Context: an optimization exercise on an open-source flow, tuned for small area, a short achievable clock period and few clock cycles per item. The choices shown serve that exercise and are no tape-out recipe. Function was checked by simulation only, so behaviour that the tests miss may differ from the original. Power and IR drop assume default switching activity.

Setup of juniper:
## acq_core
module acq_core (
    input             clk,
    input             rst,           
    input             cmd_valid,
    output            cmd_ready,
    input      [31:0] cmd_data,
    output reg        done,
    output reg        rpt_valid,
    output     [15:0] rpt_loc,
    output     [3:0]  rpt_kind,
    output     [15:0] rpt_extra,
    output     [3:0]  res_kind,
    output     [15:0] res_loc,
    output     [15:0] res_extra,
    output reg [7:0]  res_value,
    output     [71:0] buf_bytes,
    output reg        td_c_sign,
    output     [7:0]  td_c_whole,
    output reg [3:0]  td_c_frac,
    output reg        td_f_sign,
    output reg [7:0]  td_f_whole,
    output reg [3:0]  td_f_frac,
    output reg        log_verbose
);
    localparam [7:0] OP_BUF_LOAD     = 8'h01;
    localparam [7:0] OP_CRC_COMPUTE  = 8'h02;
    localparam [7:0] OP_CRC_VALIDATE = 8'h03;
    localparam [7:0] OP_SET_LOGGING  = 8'h04;
    localparam [7:0] OP_TD_DECODE    = 8'h20;
    localparam [7:0] OP_TD_C_TO_F    = 8'h21;
    localparam [3:0] K_NONE         = 4'd0;
  ...
Size: about 1,100 cells after synthesis, roughly 170 flip-flops, roughly 220 I/O pins.
clock: 15.0 ns
lec_check: 0
cap_margin: 20
core_margin: 2
core_utilization: 65
cts_buf_list: sky130_fd_sc_hd__clkbuf_4 sky130_fd_sc_hd__clkbuf_8
slew_margin: 20
standard.sh (not shown) runs the stock make flow with config.mk's settings and CLKGATE_MAP_FILE= SYNTH_SCRIPT=/design/flow/synth_recipe.tcl, a recipe that flattens the netlist after the stock synthesis.
==> flow/flow/run.sh <==
#!/bin/bash
# The standard layout, with two changes to how it is made:
# - the port buffers are the smallest buffer cell instead of the delay buffer
#   ORFS picks by default;
# - timing repair works towards a setup slack of 9.5 ns at the 15 ns clock,
#   so that it also sizes the paths that already meet 15 ns.
set -euo pipefail
export BUFFER_PORTS_ARGS="-buffer_cell sky130_fd_sc_hd__buf_1"
export SETUP_SLACK_MARGIN=9.5
bash standard.sh > standard.log 2>&1
Testbench counts of juniper, summed over its fixed seeds: cycles 4,631, commands 4,434.
--- input diff juniper..indigo ---
--- a/flow/design.v
+++ b/flow/design.v
@@ -103,33 +103,23 @@
     wire       i_g  = cmd_data[0];
     wire       i_z0 = (cmd_data[7:1] == 7'd0);
     wire       i_b0 = (i_b == 8'd0);
     wire is_load = (i_op == OP_BUF_LOAD);
     wire is_crcc = (i_op == OP_CRC_COMPUTE);
     wire is_crcv = (i_op == OP_CRC_VALIDATE);
     wire is_slog = (i_op == OP_SET_LOGGING);
     wire is_tdd  = (i_op == OP_TD_DECODE);
     wire is_c2f  = (i_op == OP_TD_C_TO_F);
-    wire i_zg0   = i_z0 && !i_g;
-    wire i_ahi0  = (i_a[7:4] == 4'd0);
-    wire [3:0] i_al = i_a[3:0];
-    wire [9:0] i_ak;
-    genvar ki;
-    generate
-        for (ki = 0; ki < 10; ki = ki + 1) begin : g_ak
-            assign i_ak[ki] = (i_al == ki);
-        end
-    endgenerate
-    wire ok_load = is_load && i_zg0 && i_ahi0 && (i_al <= 4'd8);
-    wire ok_crcc = is_crcc && i_zg0 && i_b0 && i_ahi0 && (i_al != 4'd0) && (i_al <= 4'd9);
-    wire ok_crcv = is_crcv && i_zg0 && i_b0 && i_ahi0 && (i_ak[7] || i_ak[8]);
-    wire ok_slog = is_slog && i_zg0 && i_b0 && i_ahi0 && (i_al[3:1] == 3'd0);
-    wire ok_tdd  = is_tdd  && i_zg0 && i_b0 && i_ahi0 && (i_al[3:2] == 2'd0);
+    wire ok_load = is_load && i_z0 && !i_g && (i_a <= 8'd8);
+    wire ok_crcc = is_crcc && i_z0 && !i_g && i_b0 && (i_a >= 8'd1) && (i_a <= 8'd9);
+    wire ok_crcv = is_crcv && i_z0 && !i_g && i_b0 && ((i_a == 8'd7) || (i_a == 8'd8));
+    wire ok_slog = is_slog && i_z0 && !i_g && i_b0 && (i_a <= 8'd1);
+    wire ok_tdd  = is_tdd  && i_z0 && !i_g && i_b0 && (i_a <= 8'd3);
     wire ok_c2f  = is_c2f  && i_z0 && !i_a[7] && (i_b <= 8'd9);
     wire ok_crc  = ok_crcc || ok_crcv;
     wire legal   = ok_load || ok_crc || ok_slog || ok_tdd || ok_c2f;
     reg [7:0] crc_run;
     reg [3:0] eng_pos;
     reg  [7:0] eng_byte;
     always @(*) begin
         case (eng_pos)
             4'd0: eng_byte = bufr[0];
@@ -169,25 +159,23 @@
     wire [3:0] cel_fin = cel_ld ? c_lo[11:8] : dec_frac;
     wire       fs      = cel_s;
     wire [3:0] ff      = cel_f;
     wire [4:0] f_a     = cel_a;
     wire [2:0] f_b     = cel_b;
     wire [7:0] f_yr    = y2(f_b, ff);
     wire [3:0] f_r     = f_yr[3:0];
     wire [7:0] f_p     = {f_a, 3'b000} + f_a + f_yr[7:4];
     wire       f_e     = (ff != 4'd0) && (ff != 4'd5);    
-    wire [2:0] f_hi    = f_p[7:5];
-    wire [4:0] f_lo    = f_p[4:0];
-    wire       f_big   = (f_hi != 3'd0);
+    wire [7:0] f_sub   = f_p - 8'd32;
+    wire       f_big   = (f_p >= 8'd32);
     wire       f_re    = (f_r != 4'd0) || f_e;
     wire       f_neg   = fs && f_big;
-    wire [5:0] f_nlo   = {1'b0, ~f_lo} + {5'd0, !f_re};
-    wire [7:0] f_whole = !fs ? {f_hi + 3'd1, f_lo} : f_big ? {f_hi - 3'd1, f_lo} : {2'b00, f_nlo};
+    wire [7:0] f_whole = !fs ? f_p + 8'd32 : f_big ? f_sub : f_re ? ~f_sub : -f_sub;
     wire [3:0] f_tenth = (!fs || f_big) ? f_r : f_re ? 4'd10 - f_r - f_e : 4'd0;
     wire k_ill = rk[3];    
     wire k_crc = rk[2];    
     wire k_cfg = rk[1];    
     wire k_sp  = rk[0];    
     assign res_kind   = {k_ill | k_cfg | k_sp, k_crc, k_ill | k_crc, k_ill | k_crc | k_sp};
     assign td_c_whole = {1'b0, td_c_w};
     assign res_loc = k_ill ? {8'hFF, c_op} :
                      k_crc ? 16'h0301 :
@@ -203,22 +191,21 @@
     integer k;
     always @(posedge clk) begin
         cel_s  <= cel_sin;
         cel_a  <= cel_ab[7:3];
         cel_b  <= cel_ab[2:0];
         cel_f  <= cel_fin;
         cel_ok <= !rst && !(accept && ok_load) && !cel_ld;
     end
     wire [7:0] buf_wdata = i_b & {8{!rst}};
-    wire       wr_go     = accept && is_load && i_zg0 && i_ahi0;
     always @(posedge clk) begin
         for (k = 0; k < 9; k = k + 1)
-            if (rst || (wr_go && i_ak[k]))
+            if (rst || (wr_buf && i_a[3:0] == k))
                 buf_r[8*k +: 8] <= buf_wdata;
     end
     always @(posedge clk) begin
         if (rst) begin
             state       <= S_IDLE;
             done        <= 1'b0;
             rpt_valid   <= 1'b0;
             rk          <= R_NONE;
             res_value   <= 8'd0;
--- outcome ---
Having completed the whole flow, indigo delivered a layout that passed the timing, DRC and antenna checks. From juniper to indigo the numbers moved as follows: share of synthesized cell area in full adder, half adder and majority cells moved down; fraction of standard cell area in multi-input logic has increased; net count after synthesis moved up; detail-routed net length per standard cell has increased; sequential group share of total power higher. Total global-route track usage across juniper and indigo: no real change. Cell type of the slowest stage on the worst timing path: sky130_fd_sc_hd__dfxtp_2 -> juniper, sky130_fd_sc_hd__a221o_1 -> indigo. Vertical die dimension: indigo > juniper. Die area grows slightly when moving from juniper to indigo. Against juniper, indigo comes in about 40% lower on combinational power.
Testbench counts of indigo, summed over its fixed seeds: cycles 4,631, commands 4,434.

port drivers added, routing unchanged:
No port has a modelled driver above. Below, the same layouts with a new extraction and two added sets of constraints. Step 1 sets driving cells, clkbuf_16 on the clock port and buf_2 on the other inputs (assumed; they add their load-dependent delay and slew). Step 2 adds t to the input delays and takes it off the output delays; t is the mean of the earliest and latest rising clock arrival at the registers after step 1. Input paths then give back, and output paths get back, about the clock's delay inside the block. Three values: ideal ports, drivers, drivers and shift; two values: the first two.
run	shift t [ns]	setup slack, ns	worst hold slack (ns)	slew at the worst register clock pin (ns)
juniper	0.524	9.580 / 9.538 / 9.184	0.485 / 0.485 / 0.485	0.12 / 0.12
indigo	0.530	9.580 / 9.537 / 9.130	0.503 / 0.503 / 0.503	0.12 / 0.12
After both steps every run listed still meets setup and hold. For indigo, which loses most, drivers alone change the setup slack by -0.043 ns; drivers and shift together by -0.450 ns.
